This design comes from an exercise in tuning for small area, a short achievable clock period and few clock cycles per item on the open sky130 flow, not from production work. Power figures rest on the tool's default switching activity, not on a simulated workload.

==> 07-07 <==
==> flow/design.v <==
module tsac (
    input  wire        clk,
    input  wire        rst,              
    input  wire [63:0] ram_size_pages,   
    input  wire        cmd_valid,
    output wire        cmd_ready,
    input  wire [79:0] cmd_word,         
    input  wire [31:0] cmd_xfer,         
    input  wire [1:0]  cmd_iofail,       
    output reg         resp_valid,
    input  wire        resp_ready,
    output reg  [2:0]  resp_status,
    output reg  [63:0] resp_payload
);
    localparam [2:0] ST_OK      = 3'd0,
                     ST_INVARG  = 3'd1,
                     ST_FATAL   = 3'd2,
                     ST_FIFO    = 3'd3,
                     ST_FULL    = 3'd4,
                     ST_IOERR   = 3'd5,
                     ST_REFUSED = 3'd6;
    reg [47:0] head_hi;      
    reg [15:0] head_lo;      
    reg [63:0] avail;        
    reg [31:0] ctrl;
    reg        armed;        
    reg        running;      
    wire [7:0]  op = cmd_word[79:72];
    wire [7:0]  a  = cmd_word[71:64];
    wire [63:0] d  = cmd_word[63:0];
    wire rd_fail  = cmd_iofail[0];
    wire any_fail = cmd_iofail[0] | cmd_iofail[1];
    assign cmd_ready = !resp_valid || resp_ready;
    wire fire = cmd_valid && cmd_ready;
    wire a_zero  = (a == 8'd0);
    wire a_mux   = (a[7:2] == 6'd0);
    wire dhi0    = (d[63:32] == 32'd0);
    wire dlo0    = (d[31:0] == 32'd0);
    wire d_bool  = dhi0 && (d[31:1] == 31'd0);
    wire d_zero  = d_bool && !d[0];
    wire off8    = (d[63:32] == 32'd8);
    wire cfg_ok  = dhi0 && ((d[31:0] & ~32'h00FF_F030) == 32'd0);
    wire ch_ok   = (a[7:3] == 5'd0) && (a[2] ? (a[1:0] == 2'd0) : (a[1:0] != 2'd0));
    wire [1:0] ch = a[1:0] - 2'd1;
    wire op_rd    = (op == 8'h01);
    wire op_wr    = (op == 8'h02);
    wire op_flag  = (op == 8'h10) || (op == 8'h11) || (op == 8'h16) || (op == 8'h17) || (op == 8'h18);
    wire op_smux  = (op == 8'h12);
    wire op_sch   = (op == 8'h13) || (op == 8'h14) || (op == 8'h15);
    wire op_gflag = (op == 8'h20) || (op == 8'h21) || (op == 8'h22) ||
                    (op == 8'h26) || (op == 8'h27) || (op == 8'h28);
    wire op_gch   = (op == 8'h23) || (op == 8'h24) || (op == 8'h25);
    wire op_adv   = (op == 8'h30);
    wire op_tc    = (op == 8'h40);
    wire op_dmx   = (op == 8'h50);
    wire op_arm   = (op == 8'h60);
    wire op_start = (op == 8'h61);
    wire op_poll  = (op == 8'h62);
    wire op_stop  = (op == 8'h63);
    wire legal = (op_rd    && a_zero && dlo0) ||
                 (op_wr    && a_zero) ||
                 (op_flag  && a_zero && d_bool) ||
                 (op_smux  && a_mux && d_zero) ||
                 (op_sch   && d_bool) ||
                 (op_gflag && a_zero && d_zero) ||
                 (op_gch   && d_zero) ||
                 (op_adv   && a_zero) ||
                 (op_tc    && a_zero && dhi0) ||
                 (op_dmx   && a_mux) ||
                 (op_arm   && a_zero && cfg_ok) ||
                 ((op_start || op_poll || op_stop) && a_zero && d_zero);
    wire [15:0] pm = cmd_xfer[15:0];
    wire [16:0] dsub  = {1'b0, pm} + {1'b0, ~head_lo} + 17'd1;
    wire        wrap  = !dsub[16];                  
    wire [15:0] delta = dsub[15:0];                 
    wire        head_ovf = wrap && (&head_hi);
    wire [47:0] head_hi_n = head_hi + {47'd0, wrap};
    wire [63:0] addb = op_poll ? {48'd0, delta} : ~d;
    wire        cin  = !op_poll;
    wire [65:0] asum = {1'b0, avail, 1'b1} + {1'b0, addb, cin};
    wire [63:0] avail_n = asum[64:1];
    wire        adv_ok  = asum[65];
    wire        full    = avail_n >= ram_size_pages;
    wire [3:0] chsel = 4'b0001 << ch;
    wire [3:0] term = ctrl[15:12], att = ctrl[19:16], cpl = ctrl[23:20];
    wire [3:0] fld  = (op[3:0] == 4'h3) ? term : (op[3:0] == 4'h4) ? att : cpl;
    wire       ch_bit = fld[ch];
    reg flag_bit;
    always @* begin
        case (op[3:0])
            4'h0: flag_bit = ctrl[0];
            4'h1: flag_bit = ctrl[1];
            4'h6: flag_bit = ctrl[24];
            4'h7: flag_bit = ctrl[25];
            default: flag_bit = ctrl[26];
        endcase
    end
    reg [63:0] demux_o;
    always @* begin
        case (a[1:0])
            2'd0: demux_o = d;
            2'd1: demux_o = {d[31:24], d[39:32], d[23:16], d[47:40],
                             d[15:8],  d[55:48], d[7:0],   d[63:56]};
            default: demux_o = {d[7:0],   d[23:16], d[39:32], d[55:48],
                                d[15:8],  d[31:24], d[47:40], d[63:56]};
        endcase
    end
    reg [2:0]  st;
    reg [63:0] pl;
    reg [31:0] ctrl_n;
    reg        ctrl_we, cur_we, cur_clr, drv_we;
    reg        armed_n, running_n;
    always @* begin
        st = ST_OK;
        pl = 64'd0;
        ctrl_n = ctrl;
        ctrl_we = 1'b0;
        cur_we = 1'b0;      
        cur_clr = 1'b0;     
        drv_we = 1'b0;
        armed_n = 1'b0;
        running_n = 1'b0;
        if (!legal) st = ST_REFUSED;
        else if (op_rd) begin
            if (!dhi0 && !off8) st = ST_REFUSED;
            else if (rd_fail) st = ST_IOERR;
            else pl = {32'd0, dhi0 ? ctrl : cmd_xfer};
        end else if (op_wr) begin
            if (!dhi0) st = ST_REFUSED;
            else if (rd_fail) st = ST_IOERR;
            else begin ctrl_we = 1'b1; ctrl_n = d[31:0]; end
        end else if (op_flag || op_smux) begin
            if (any_fail) st = ST_IOERR;
            else begin
                ctrl_we = 1'b1;
                case (op[3:0])
                    4'h0: ctrl_n[0]  = d[0];
                    4'h1: ctrl_n[1]  = d[0];
                    4'h2: ctrl_n[5:4] = a[1:0];
                    4'h6: ctrl_n[24] = d[0];
                    4'h7: ctrl_n[25] = d[0];
                    default: ctrl_n[26] = d[0];
                endcase
            end
        end else if (op_sch) begin
            if (!ch_ok) st = ST_INVARG;
            else if (any_fail) st = ST_IOERR;
            else begin
                ctrl_we = 1'b1;
                case (op[3:0])
                    4'h3: ctrl_n[15:12] = (ctrl[15:12] & ~chsel) | (chsel & {4{d[0]}});
                    4'h4: ctrl_n[19:16] = (ctrl[19:16] & ~chsel) | (chsel & {4{d[0]}});
                    default: ctrl_n[23:20] = (ctrl[23:20] & ~chsel) | (chsel & {4{d[0]}});
                endcase
            end
        end else if (op_gflag) begin
            if (rd_fail) st = ST_IOERR;
            else if (op[3:0] == 4'h2) pl = {62'd0, ctrl[5:4]};
            else pl = {63'd0, flag_bit};
        end else if (op_gch) begin
            if (!ch_ok) st = ST_INVARG;
            else if (rd_fail) st = ST_IOERR;
            else pl = {63'd0, ch_bit};
        end else if (op_adv) begin
            if (!adv_ok) st = ST_INVARG;
            else cur_we = 1'b1;
        end else if (op_tc) begin
            pl = {32'd0, d[31:0]};
        end else if (op_dmx) begin
            pl = demux_o;
        end else if (op_arm) begin
            if (running) st = ST_REFUSED;
            else if (any_fail) begin
                st = ST_IOERR;
                drv_we = 1'b1;
            end else begin
                ctrl_we = 1'b1;
                ctrl_n = (ctrl & 32'hF800_0FCC) | d[31:0] | 32'h0700_0000;
                cur_clr = 1'b1;
                drv_we = 1'b1;
                armed_n = 1'b1;
            end
        end else if (op_start) begin
            if (!armed) st = ST_REFUSED;
            else if (any_fail) begin
                st = ST_IOERR;
                drv_we = 1'b1;
            end else begin
                ctrl_we = 1'b1;
                ctrl_n = ctrl | 32'h0000_0003;
                drv_we = 1'b1;
                running_n = 1'b1;
            end
        end else if (op_poll) begin
            if (!running) st = ST_REFUSED;
            else if (rd_fail) begin
                st = ST_IOERR;
                drv_we = 1'b1;
            end else if (head_ovf) st = ST_REFUSED;
            else begin
                cur_we = 1'b1;
                if (cmd_xfer[31]) begin
                    st = ST_FATAL;
                    drv_we = 1'b1;
                end else if (cmd_xfer[30]) begin
                    st = ST_FIFO;
                    drv_we = 1'b1;
                end else if (full) begin
                    st = ST_FULL;
                    drv_we = 1'b1;
                end else pl = avail_n;
            end
        end else begin  
            drv_we = 1'b1;
            if (any_fail) st = ST_IOERR;
            else begin
                ctrl_we = 1'b1;
                ctrl_n = ctrl & 32'hFFFF_FFFC;
            end
        end
    end
    always @(posedge clk) begin
        if (rst) begin
            head_hi <= 48'd0;
            head_lo <= 16'd0;
            avail   <= 64'd0;
            ctrl    <= 32'd0;
            armed   <= 1'b0;
            running <= 1'b0;
            resp_valid <= 1'b0;
        end else begin
            if (fire) begin
                if (cur_clr) begin
                    head_hi <= 48'd0;
                    head_lo <= 16'd0;
                    avail   <= 64'd0;
                end else if (cur_we) begin
                    if (op_poll) begin
                        head_hi <= head_hi_n;
                        head_lo <= pm;
                    end
                    avail <= avail_n;
                end
                if (ctrl_we) ctrl <= ctrl_n;
                if (drv_we) begin
                    armed   <= armed_n;
                    running <= running_n;
                end
                resp_valid   <= 1'b1;
                resp_status  <= st;
                resp_payload <= pl;
            end else if (resp_ready) begin
                resp_valid <= 1'b0;
            end
        end
    end
endmodule
==> flow/run.sh <==
#!/bin/bash
# synth_recipe.tcl (not shown) runs the flow's synth.tcl, then flattens the netlist and writes it again
# the make line also repeats each setting of config.mk as NAME=value (left out here)
make -C /OpenROAD-flow-scripts/flow DESIGN_CONFIG=/design/flow/config.mk WORK_HOME=/design/flow/orfs CLKGATE_MAP_FILE= SYNTH_SCRIPT=/design/flow/synth_recipe.tcl finish
==> flow/config.mk <==
export PLATFORM = sky130hd
export DESIGN_NAME = tsac
export DESIGN_NICKNAME = tsac
export VERILOG_FILES = /design/flow/design.v
export SDC_FILE = /design/flow/constraint.sdc
export NUM_CORES = 4
export LEC_CHECK = 0
export ABC_CLOCK_PERIOD_IN_PS = 5000
export CAP_MARGIN = 20
export CORE_MARGIN = 2
export CORE_UTILIZATION = 40
export SETUP_SLACK_MARGIN = 5
export SLEW_MARGIN = 20
==> flow/constraint.sdc <==
create_clock -name core_clock -period 11.0 [get_ports {clk}]
set_input_delay 2.2000 -clock core_clock [delete_from_list [all_inputs] [get_ports {clk}]]
set_output_delay 2.2000 -clock core_clock [all_outputs]
set_load 0.01 [all_outputs]
==> inputs of 12-24, as changes to 07-07 <==
==> flow/design.v, changed modules only <==
module tsac (
    input  wire        clk,
    input  wire        rst,              
    input  wire [63:0] ram_size_pages,   
    input  wire        cmd_valid,
    output wire        cmd_ready,
    input  wire [79:0] cmd_word,         
    input  wire [31:0] cmd_xfer,         
    input  wire [1:0]  cmd_iofail,       
    output reg         resp_valid,
    input  wire        resp_ready,
    output reg  [2:0]  resp_status,
    output reg  [63:0] resp_payload
);
    localparam [2:0] ST_OK      = 3'd0,
                     ST_INVARG  = 3'd1,
                     ST_FATAL   = 3'd2,
                     ST_FIFO    = 3'd3,
                     ST_FULL    = 3'd4,
                     ST_IOERR   = 3'd5,
                     ST_REFUSED = 3'd6;
    reg [47:0] hcnt;         
    reg        hnz;          
    reg [15:0] head_lo;      
    reg [63:0] avail;        
    reg [31:0] ctrl;
    reg        armed;        
    reg        running;      
    wire [7:0]  op = cmd_word[79:72];
    wire [7:0]  a  = cmd_word[71:64];
    wire [63:0] d  = cmd_word[63:0];
    wire rd_fail  = cmd_iofail[0];
    wire any_fail = cmd_iofail[0] | cmd_iofail[1];
    assign cmd_ready = !resp_valid || resp_ready;
    wire fire = cmd_valid && cmd_ready;
    wire a_zero  = (a == 8'd0);
    wire a_mux   = (a[7:2] == 6'd0);
    wire dhi0    = (d[63:32] == 32'd0);
    wire dlo0    = (d[31:0] == 32'd0);
    wire d_bool  = dhi0 && (d[31:1] == 31'd0);
    wire d_zero  = d_bool && !d[0];
    wire off8    = (d[63:32] == 32'd8);
    wire cfg_ok  = dhi0 && ((d[31:0] & ~32'h00FF_F030) == 32'd0);
    wire ch_ok   = (a[7:3] == 5'd0) && (a[2] ? (a[1:0] == 2'd0) : (a[1:0] != 2'd0));
    wire [1:0] ch = a[1:0] - 2'd1;
    wire op_rd    = (op == 8'h01);
    wire op_wr    = (op == 8'h02);
    wire op_flag  = (op == 8'h10) || (op == 8'h11) || (op == 8'h16) || (op == 8'h17) || (op == 8'h18);
    wire op_smux  = (op == 8'h12);
    wire op_sch   = (op == 8'h13) || (op == 8'h14) || (op == 8'h15);
    wire op_gflag = (op == 8'h20) || (op == 8'h21) || (op == 8'h22) ||
                    (op == 8'h26) || (op == 8'h27) || (op == 8'h28);
    wire op_gch   = (op == 8'h23) || (op == 8'h24) || (op == 8'h25);
    wire op_adv   = (op == 8'h30);
    wire op_tc    = (op == 8'h40);
    wire op_dmx   = (op == 8'h50);
    wire op_arm   = (op == 8'h60);
    wire op_start = (op == 8'h61);
    wire op_poll  = (op == 8'h62);
    wire op_stop  = (op == 8'h63);
    wire legal = (op_rd    && a_zero && dlo0) ||
                 (op_wr    && a_zero) ||
                 (op_flag  && a_zero && d_bool) ||
                 (op_smux  && a_mux && d_zero) ||
                 (op_sch   && d_bool) ||
                 (op_gflag && a_zero && d_zero) ||
                 (op_gch   && d_zero) ||
                 (op_adv   && a_zero) ||
                 (op_tc    && a_zero && dhi0) ||
                 (op_dmx   && a_mux) ||
                 (op_arm   && a_zero && cfg_ok) ||
                 ((op_start || op_poll || op_stop) && a_zero && d_zero);
    wire [15:0] pm   = cmd_xfer[15:0];
    wire        wrap = pm < head_lo;                    
    wire        head_ovf = wrap && hnz && (hcnt == 48'd0);
    wire        hfb = ~(hcnt[47] ^ hcnt[46] ^ hcnt[20] ^ hcnt[19]);
    wire [63:0] sub_b = op[6] ? {48'hFFFF_FFFF_FFFF, 16'h0000} : d;
    wire [64:0] sub   = {1'b0, avail} - {1'b0, sub_b};
    wire        adv_ok = !sub[64];
    wire [47:0] avail_hi_inc = sub[63:16];
    wire [17:0] u  = {2'b00, avail[15:0]} + {2'b00, pm} + {2'b00, ~head_lo} + 18'd1;
    wire        cy = wrap ? u[16] : u[17];
    wire [63:0] avail_p = {cy ? avail_hi_inc : avail[63:16], u[15:0]};
    wire [18:0] w  = {3'b000, avail[15:0]} + {3'b000, pm} + {3'b000, ~head_lo} +
                     {3'b000, ~ram_size_pages[15:0]} + 19'd2;
    wire        lo_ge = w[16] ^ u[16];
    wire [47:0] ram_hi = ram_size_pages[63:16];
    wire        gt0 = avail[63:16] > ram_hi;
    wire        eq0 = avail[63:16] == ram_hi;
    wire        eq1 = avail_hi_inc == ram_hi;
    wire        full = cy ? (gt0 || eq0 || (eq1 && lo_ge)) : (gt0 || (eq0 && lo_ge));
    wire [3:0] chsel = 4'b0001 << ch;
    wire [3:0] term = ctrl[15:12], att = ctrl[19:16], cpl = ctrl[23:20];
    wire [3:0] fld  = (op[3:0] == 4'h3) ? term : (op[3:0] == 4'h4) ? att : cpl;
    wire       ch_bit = fld[ch];
    reg flag_bit;
    always @* begin
        case (op[3:0])
            4'h0: flag_bit = ctrl[0];
            4'h1: flag_bit = ctrl[1];
            4'h6: flag_bit = ctrl[24];
            4'h7: flag_bit = ctrl[25];
            default: flag_bit = ctrl[26];
        endcase
    end
    wire [63:0] perm1 = {d[31:24], d[39:32], d[23:16], d[47:40],
                         d[15:8],  d[55:48], d[7:0],   d[63:56]};
    wire [63:0] perm2 = {d[7:0],   d[23:16], d[39:32], d[55:48],
                         d[15:8],  d[31:24], d[47:40], d[63:56]};
    reg [2:0]  st;
    reg [31:0] ctrl_n;
    reg        ctrl_we, adv_we, poll_we, cur_clr, drv_we;
    reg        armed_n, running_n;
    reg        s_d, s_p1, s_p2, s_av, s_ctrl, s_xfer, s_gf, s_gc;
    always @* begin
        st = ST_OK;
        ctrl_n = ctrl;
        ctrl_we = 1'b0;
        adv_we = 1'b0;
        poll_we = 1'b0;
        cur_clr = 1'b0;
        drv_we = 1'b0;
        armed_n = 1'b0;
        running_n = 1'b0;
        s_d = 1'b0; s_p1 = 1'b0; s_p2 = 1'b0; s_av = 1'b0;
        s_ctrl = 1'b0; s_xfer = 1'b0; s_gf = 1'b0; s_gc = 1'b0;
        if (!legal) st = ST_REFUSED;
        else if (op_rd) begin
            if (!dhi0 && !off8) st = ST_REFUSED;
            else if (rd_fail) st = ST_IOERR;
            else if (dhi0) s_ctrl = 1'b1;
            else s_xfer = 1'b1;
        end else if (op_wr) begin
            if (!dhi0) st = ST_REFUSED;
            else if (rd_fail) st = ST_IOERR;
            else begin ctrl_we = 1'b1; ctrl_n = d[31:0]; end
        end else if (op_flag || op_smux) begin
            if (any_fail) st = ST_IOERR;
            else begin
                ctrl_we = 1'b1;
                case (op[3:0])
                    4'h0: ctrl_n[0]  = d[0];
                    4'h1: ctrl_n[1]  = d[0];
                    4'h2: ctrl_n[5:4] = a[1:0];
                    4'h6: ctrl_n[24] = d[0];
                    4'h7: ctrl_n[25] = d[0];
                    default: ctrl_n[26] = d[0];
                endcase
            end
        end else if (op_sch) begin
            if (!ch_ok) st = ST_INVARG;
            else if (any_fail) st = ST_IOERR;
            else begin
                ctrl_we = 1'b1;
                case (op[3:0])
                    4'h3: ctrl_n[15:12] = (ctrl[15:12] & ~chsel) | (chsel & {4{d[0]}});
                    4'h4: ctrl_n[19:16] = (ctrl[19:16] & ~chsel) | (chsel & {4{d[0]}});
                    default: ctrl_n[23:20] = (ctrl[23:20] & ~chsel) | (chsel & {4{d[0]}});
                endcase
            end
        end else if (op_gflag) begin
            if (rd_fail) st = ST_IOERR;
            else s_gf = 1'b1;
        end else if (op_gch) begin
            if (!ch_ok) st = ST_INVARG;
            else if (rd_fail) st = ST_IOERR;
            else s_gc = 1'b1;
        end else if (op_adv) begin
            if (!adv_ok) st = ST_INVARG;
            else adv_we = 1'b1;
        end else if (op_tc) begin
            s_d = 1'b1;                       
        end else if (op_dmx) begin
            if (a[1]) s_p2 = 1'b1;
            else if (a[0]) s_p1 = 1'b1;
            else s_d = 1'b1;
        end else if (op_arm) begin
            if (running) st = ST_REFUSED;
            else if (any_fail) begin
                st = ST_IOERR;
                drv_we = 1'b1;
            end else begin
                ctrl_we = 1'b1;
                ctrl_n = (ctrl & 32'hF800_0FCC) | d[31:0] | 32'h0700_0000;
                cur_clr = 1'b1;
                drv_we = 1'b1;
                armed_n = 1'b1;
            end
        end else if (op_start) begin
            if (!armed) st = ST_REFUSED;
            else if (any_fail) begin
                st = ST_IOERR;
                drv_we = 1'b1;
            end else begin
                ctrl_we = 1'b1;
                ctrl_n = ctrl | 32'h0000_0003;
                drv_we = 1'b1;
                running_n = 1'b1;
            end
        end else if (op_poll) begin
            if (!running) st = ST_REFUSED;
            else if (rd_fail) begin
                st = ST_IOERR;
                drv_we = 1'b1;
            end else if (head_ovf) st = ST_REFUSED;
            else begin
                poll_we = 1'b1;
                if (cmd_xfer[31]) begin
                    st = ST_FATAL;
                    drv_we = 1'b1;
                end else if (cmd_xfer[30]) begin
                    st = ST_FIFO;
                    drv_we = 1'b1;
                end else if (full) begin
                    st = ST_FULL;
                    drv_we = 1'b1;
                end else s_av = 1'b1;
            end
        end else begin  
            drv_we = 1'b1;
            if (any_fail) st = ST_IOERR;
            else begin
                ctrl_we = 1'b1;
                ctrl_n = ctrl & 32'hFFFF_FFFC;
            end
        end
    end
    wire [63:0] pl = ({64{s_d}}  & d) |
                     ({64{s_p1}} & perm1) |
                     ({64{s_p2}} & perm2) |
                     ({64{s_av}} & avail_p) |
                     ({64{s_ctrl}} & {32'd0, ctrl}) |
                     ({64{s_xfer}} & {32'd0, cmd_xfer}) |
                     ({64{s_gf}} & {62'd0, (op[3:0] == 4'h2) ? ctrl[5:4] : {1'b0, flag_bit}}) |
                     ({64{s_gc}} & {63'd0, ch_bit});
    always @(posedge clk) begin
        if (rst) begin
            hcnt    <= 48'd0;
            hnz     <= 1'b0;
            head_lo <= 16'd0;
            avail   <= 64'd0;
            ctrl    <= 32'd0;
            armed   <= 1'b0;
            running <= 1'b0;
            resp_valid <= 1'b0;
        end else begin
            if (fire) begin
                if (cur_clr) begin
                    hcnt    <= 48'd0;
                    hnz     <= 1'b0;
                    head_lo <= 16'd0;
                    avail   <= 64'd0;
                end else if (poll_we) begin
                    if (wrap) begin
                        hcnt <= {hcnt[46:0], hfb};
                        hnz  <= 1'b1;
                    end
                    head_lo <= pm;
                    avail   <= avail_p;
                end else if (adv_we) begin
                    avail   <= sub[63:0];
                end
                if (ctrl_we) ctrl <= ctrl_n;
                if (drv_we) begin
                    armed   <= armed_n;
                    running <= running_n;
                end
                resp_valid   <= 1'b1;
                resp_status  <= st;
                resp_payload <= pl;
            end else if (resp_ready) begin
                resp_valid <= 1'b0;
            end
        end
    end
endmodule
--- a/flow/config.mk
+++ b/flow/config.mk
@@ -7,3 +7,2 @@
 export LEC_CHECK = 0
-export ABC_CLOCK_PERIOD_IN_PS = 5000
 export CAP_MARGIN = 20
@@ -11,3 +10,2 @@
 export CORE_UTILIZATION = 40
-export SETUP_SLACK_MARGIN = 5
 export SLEW_MARGIN = 20
==> qor summary <==
Most common cell in the synthesized netlist: 07-07 sky130_fd_sc_hd__a21oi_1; 12-24 sky130_fd_sc_hd__nand2_1
RR Endpoint: 07-07 resp_payload[1]$_SDFFCE_PP0P_; 12-24 resp_payload[14]$_DFFE_PP_
Reg2reg path depth: 07-07 39; 12-24 17
Timing endpoint of the critical path: 07-07 resp_payload[1]$_SDFFCE_PP0P_; 12-24 resp_payload[14]$_DFFE_PP_
Final Non-Filler Cells: 07-07 3,349; 12-24 3,616
Met2 Usage GRT: 07-07 0.5655; 12-24 0.5652
Max Clk Rate: 07-07 112.7 MHz; 12-24 114.3 MHz
Fraction of met3 tracks used by global routing: 07-07 0.06819; 12-24 0.09193
Worst min-delay path startpoint: 07-07 avail[61]$_SDFFE_PP0P_; 12-24 hcnt[47]$_SDFFE_PP0P_
Area of the multi-input gates: 07-07 13,880 µm²; 12-24 14,880 µm²
Tap cell count: 07-07 600; 12-24 688
Power density over the cells: 07-07 93.32 nW/µm²; 12-24 96.02 nW/µm²
Met3 WL post-DR: 07-07 8237 µm; 12-24 11,390 µm
Layout cells sized above 1: 07-07 0.1782; 12-24 0.06115
Sequential fraction of the synthesis area: 07-07 0.2856; 12-24 0.2472
Count of multi-input gates: 07-07 1,910; 12-24 2,177
Outcome: 07-07 timing/DRC/antenna clean; 12-24 timing/DRC/antenna clean
Post-synthesis xor/xnor area fraction: 07-07 0.05264; 12-24 0.05326
Count of inverters other than clock inverters in the layout: 07-07 130; 12-24 166
Setup repair after global routing missed its margin: 07-07 true; 12-24 false
Launch point of the worst reg-to-reg path: 07-07 head_lo[1]$_SDFFE_PP0P_; 12-24 avail[0]$_SDFFE_PP0P_
Clk sinks: 07-07 230; 12-24 231
Overall power consumption: 07-07 2.401 mW; 12-24 2.452 mW
Switching power total: 07-07 705.2 µW; 12-24 764.6 µW
Core region area: 07-07 45,480 µm²; 12-24 52,760 µm²
Number of buffers and inverters on the critical path: 07-07 3; 12-24 1
No functional check of the RTL was part of any run of this note.

## afterwards: timing with drivers on the ports
In the flow no input, the clock included, has a driving cell. The finished layouts below were timed again as built, in two steps. Step 1: set_driving_cell puts a clkbuf_16 on clk and a buf_2 on each other input, an assumption about the parent block. Step 2 moves the port delays by t, midway between the first and last clock arrival at a register: inputs arrive t later, outputs are due t later. That takes back most of the time a late clock gives input paths. Three values: ideal, step 1, step 2; two values: the first two.
| run | t (ns) | setup WS [ns] | latest minus earliest clock arrival (ns) | worst register clock-pin slew, ns | worst slew at a driven data input, ns |
|---|---|---|---|---|---|
| 07-07 | 0.651 | 2.129 / 2.150 / 1.499 | 0.028 / 0.027 | 0.07 / 0.07 | 0.09 |
| 12-24 | 0.669 | 2.252 / 2.275 / 1.606 | 0.022 / 0.022 | 0.07 / 0.07 | 0.09 |
After both steps every run listed still meets setup and hold. For 12-24, which loses most, drivers alone change the setup slack by +0.023 ns; drivers and shift together by -0.646 ns.
